What follows belongs to an exercise in optimizing a design on an open flow for small area, a short achievable clock period and few clock cycles; a production flow would make more cautious choices. RTL that was checked went through simulation tests only; none was proved equivalent to the original. Power figures rest on the tool's default switching activity, not on a simulated workload.

## sipfc_codec
module sipfc_codec (
    input  wire        clk,
    input  wire        rst,
    input  wire        req_valid,
    output wire        req_ready,
    input  wire [11:0] req_word,
    output reg         rsp_valid,
    input  wire        rsp_ready,
    output wire [2:0]  rsp_status,
    output reg  [15:0] rsp_data,
    output reg         rsp_empty,
    output reg         rsp_last,
    output reg         fault
);
    localparam [15:0] SEED  = 16'h147A;
    localparam [7:0]  START = 8'hFE;
    localparam [7:0]  ENDB  = 8'h0D;
    localparam [7:0]  ESC   = 8'hF0;
    localparam [2:0] S0 = 3'd0, S1 = 3'd1, S2 = 3'd2, S3 = 3'd3, S4 = 3'd4, S5 = 3'd5;
    localparam [3:0] OP_CK_INIT   = 4'h0,
                     OP_CK_ADD    = 4'h1,
                     OP_CK_READ   = 4'h2,
                     OP_ENC_ADD   = 4'h3,
                     OP_ENC_FRAME = 4'h4,
                     OP_DEC_ADD   = 4'h5,
                     OP_DEC_FRAME = 4'h6,
                     OP_DEC_RESET = 4'h7;
    function [15:0] ckstep(input [15:0] v, input [7:0] b);
        reg [15:0] r;
        begin
            r = {v[14:0], v[15]} ^ 16'hFFFF;
            ckstep = r + {8'h00, r[15:8]} + {8'h00, b};
        end
    endfunction
    reg [15:0] ck;
    reg [15:0] enc_ck;
    reg [7:0]  enc_buf [0:61];    
    reg [6:0]  enc_n;             
    reg [6:0]  enc_len;           
    reg [2:0]  dec_state;
    reg [7:0]  dec_buf [0:63];
    reg [6:0]  dec_len;
    reg        rdy_q;
    reg        a_v, b_v;      
    reg [11:0] a_w, b_w;
    assign req_ready = rdy_q;
    wire [11:0] head_w = a_w;
    wire        head_v = a_v;
    reg        rsp_st;
    assign rsp_status = {2'b00, rsp_st};
    reg        enc_str;       
    reg        dec_str;       
    reg [1:0]  eph;           
  ...
Size: about 3100 cells after synthesis, ~1100 flip-flops, ~40 I/O pins, about 46000 µm² of cells after synthesis.
make LEC_CHECK=0 CAP_MARGIN=20 CORE_MARGIN=2 CORE_UTILIZATION=40 SLEW_MARGIN=20 finish   # period 10.0 ns
run.sh (not shown) runs the stock make flow with config.mk's settings and CLKGATE_MAP_FILE= SYNTH_SCRIPT=/design/flow/synth_recipe.tcl, a recipe that flattens the netlist after the stock synthesis.
Change:
--- a/flow/design.v
+++ b/flow/design.v
@@ -98,20 +98,21 @@
     wire is_ck_read = legal && op == OP_CK_READ;
     wire is_enc_add = legal && op == OP_ENC_ADD;
     wire is_enc_frm = legal && op == OP_ENC_FRAME;
     wire is_dec_add = legal && op == OP_DEC_ADD;
     wire is_dec_frm = legal && op == OP_DEC_FRAME;
     wire is_dec_rst = legal && op == OP_DEC_RESET;
     wire [6:0] enc_base    = (enc_len == 0) ? 7'd2 : enc_len;
-    wire [7:0] enc_add_len = enc_base + (d_fe ? 7'd2 : 7'd1);
-    wire       enc_add_ovf = enc_add_len > 8'd64;
+    wire [6:0] enc_add_len = enc_base + (d_fe ? 7'd2 : 7'd1);
+    wire       enc_add_ovf = (enc_len == 7'd64) || (enc_len == 7'd63 && d_fe);
     wire       hi_esc = (ck_hi == START);
     wire       lo_esc = (ck_lo == START);
-    wire [7:0] frame_len = enc_len + 7'd4 + hi_esc + lo_esc;
-    wire       enc_frm_ovf = frame_len > 8'd64;
+    wire       enc_frm_ovf = (enc_len > 7'd60) ||
+                             (enc_len == 7'd60 && (hi_esc || lo_esc)) ||
+                             (enc_len == 7'd59 && hi_esc && lo_esc);
     localparam [1:0] A_KEEP = 2'd0, A_APPEND = 2'd1, A_CLEAR = 2'd2;
     reg [2:0] dec_nxt;
     reg [1:0] dec_act;
     reg       dec_fe;
     reg       dec_done;
     always @(*) begin
         dec_nxt  = S0;
@@ -276,30 +277,32 @@
             end
             if (ex && !overflow) begin
                 if (is_ck_init) ck <= SEED;
                 if (is_ck_add)  ck <= ckstep(ck, data);
                 if (is_enc_add) begin
                     enc_ck  <= ckstep(enc_ck, data);
                     enc_n   <= enc_n + 7'd1;
-                    enc_len <= enc_add_len[6:0];
+                    enc_len <= enc_add_len;
                 end
                 if (is_dec_add) begin
                     dec_state <= dec_nxt;
                     if (dec_act == A_APPEND) dec_len <= dec_len + 7'd1;
                     if (dec_act == A_CLEAR)  dec_len <= 7'd0;
                 end
                 if (is_dec_rst) begin
                     dec_state <= S0;
                     dec_len   <= 7'd0;
                 end
             end
         end
     end
+    wire enc_we = ex && is_enc_add;
+    wire dec_we = ex && is_dec_add && dec_act == A_APPEND;
     always @(posedge clk) begin
         for (k = 0; k < 62; k = k + 1)
-            if (ex && is_enc_add && !enc_add_ovf && enc_n[5:0] == k)
+            if (enc_we && enc_n[5:0] == k)
                 enc_buf[k] <= data;
         for (k = 0; k < 64; k = k + 1)
-            if (ex && is_dec_add && dec_act == A_APPEND && !dec_len[6] && dec_len[5:0] == k)
+            if (dec_we && dec_len[5:0] == k)
                 dec_buf[k] <= dec_fe ? START : data;
     end
 endmodule
After rerunning: The new run completed with no timing, DRC or antenna violations. Total power rises by 2.0%. Clock power rises by 6.5%. Setup slack is better by 0.80 ns. Die area falls by 0.39%. Sequential share of layout area hardly moves.
Testbench counts after the change, summed over its fixed seeds: cycles 41,225.
Function not checked in the first run of this note: the RTL went through the layout flow alone.

========
== job 8880 ==
Another version of the RTL of sipfc_codec (not shown whole).
Size: about 3,100 cells after synthesis, ~1,100 flip-flops, ~40 I/O pins.
Settings: LEC_CHECK=0, CAP_MARGIN=20, CORE_MARGIN=2, CORE_UTILIZATION=40, CTS_CLUSTER_DIAMETER=80, CTS_CLUSTER_SIZE=24, SLEW_MARGIN=20; clock period 10.0 ns.
standard.sh (not shown) runs the stock make flow with config.mk's settings and CLKGATE_MAP_FILE= SYNTH_SCRIPT=/design/flow/synth_recipe.tcl, a recipe that flattens the netlist after the stock synthesis.
==> flow/flow/run.sh <==
#!/bin/bash
# Standard ORFS layout (the standard.sh, unchanged synthesis), asking the
# resizer's setup repair for more slack than the clock period needs. The clock
# period and the SDC are the standard flow's.
set -euo pipefail
bash standard.sh SETUP_SLACK_MARGIN=6.5 finish > standard_finish.log 2>&1
Testbench counts of job 8880, summed over its fixed seeds: cycles 41,225.
Changes in job 3957 relative to job 8880:
-- flow/design.v --
<<< job 8880, line 272
    end
    integer k;
    wire enc_done = enc_adv & ~esc & (eph == P_E1);
    always @(posedge clk) begin
>>> job 3957, line 272
    end
    integer k;
    wire [15:0] ck_sum = ckstep(f_ck_add ? ck : enc_ck, data);
    wire enc_done = enc_adv & ~esc & (eph == P_E1);
    always @(posedge clk) begin
<<< job 8880, line 291
            if (ex && !overflow) begin
                if (f_ck_init) ck <= SEED;
                if (f_ck_add)  ck <= ckstep(ck, data);
                if (f_enc_add) begin
                    enc_ck  <= ckstep(enc_ck, data);
                    enc_n   <= enc_n + 7'd1;
                    enc_len <= enc_add_len;
>>> job 3957, line 292
            if (ex && !overflow) begin
                if (f_ck_init) ck <= SEED;
                if (f_ck_add)  ck <= ck_sum;
                if (f_enc_add) begin
                    enc_ck  <= ck_sum;
                    enc_n   <= enc_n + 7'd1;
                    enc_len <= enc_add_len;
==> comparison <==
Job 3957 against job 8880: final cell count without fillers down 80; fmax down 2.2%; maximum net fanout on the critical path down 13.
Count of antenna diodes in the layout sits higher in job 3957 than in job 8880.
On internal cell power, job 3957 and job 8880 are neck and neck.
Job 3957 against job 8880: multi-input logic portion of the cell area -0.16 points; post-layout net count lower; cell area after layout now sits at about the same level; clock-buffer cell count now sits lower; fraction of area in registers about even.
Testbench counts of job 3957, summed over its fixed seeds: cycles 41,225.

-- re-timing with driven ports --
The flow's constraints put no driver on any port. The routed layouts listed below were extracted and timed again, unchanged, in two steps.
Step 1: set_driving_cell puts a clkbuf_16 on clk and a buf_2 on each other input, an assumption about the parent block.
Step 2 times the ports against the registers' clock, not the clock port: input delays grow and output delays shrink by t, the midpoint of the rising clock arrivals with the driver on.
Three values: ideal, step 1, step 2; two values: the first two.
| run | t, ns | setup WS [ns] | hold WS [ns] | worst slew at a driven data input, ns | cell pins on the clock port's net |
|---|---|---|---|---|---|
| the first run of note 1 | 0.774 | 4.129 / 4.129 / 4.129 | 0.462 / 0.462 / 0.462 | 0.07 | 1 |
| the second run of note 1 | 0.807 | 4.931 / 4.931 / 4.207 | 0.497 / 0.497 / 0.497 | 0.03 | 1 |
| job 8880 | 0.769 | 6.412 / 6.412 / 5.930 | 0.492 / 0.492 / 0.492 | 0.07 | 1 |
| job 3957 | 0.772 | 6.332 / 6.332 / 5.873 | 0.470 / 0.470 / 0.470 | 0.04 | 1 |
After both steps setup and hold are still met in every run listed. The setup slack of the second run of note 1, which loses most, moves by 0.000 ns with the drivers and by -0.724 ns with both steps.
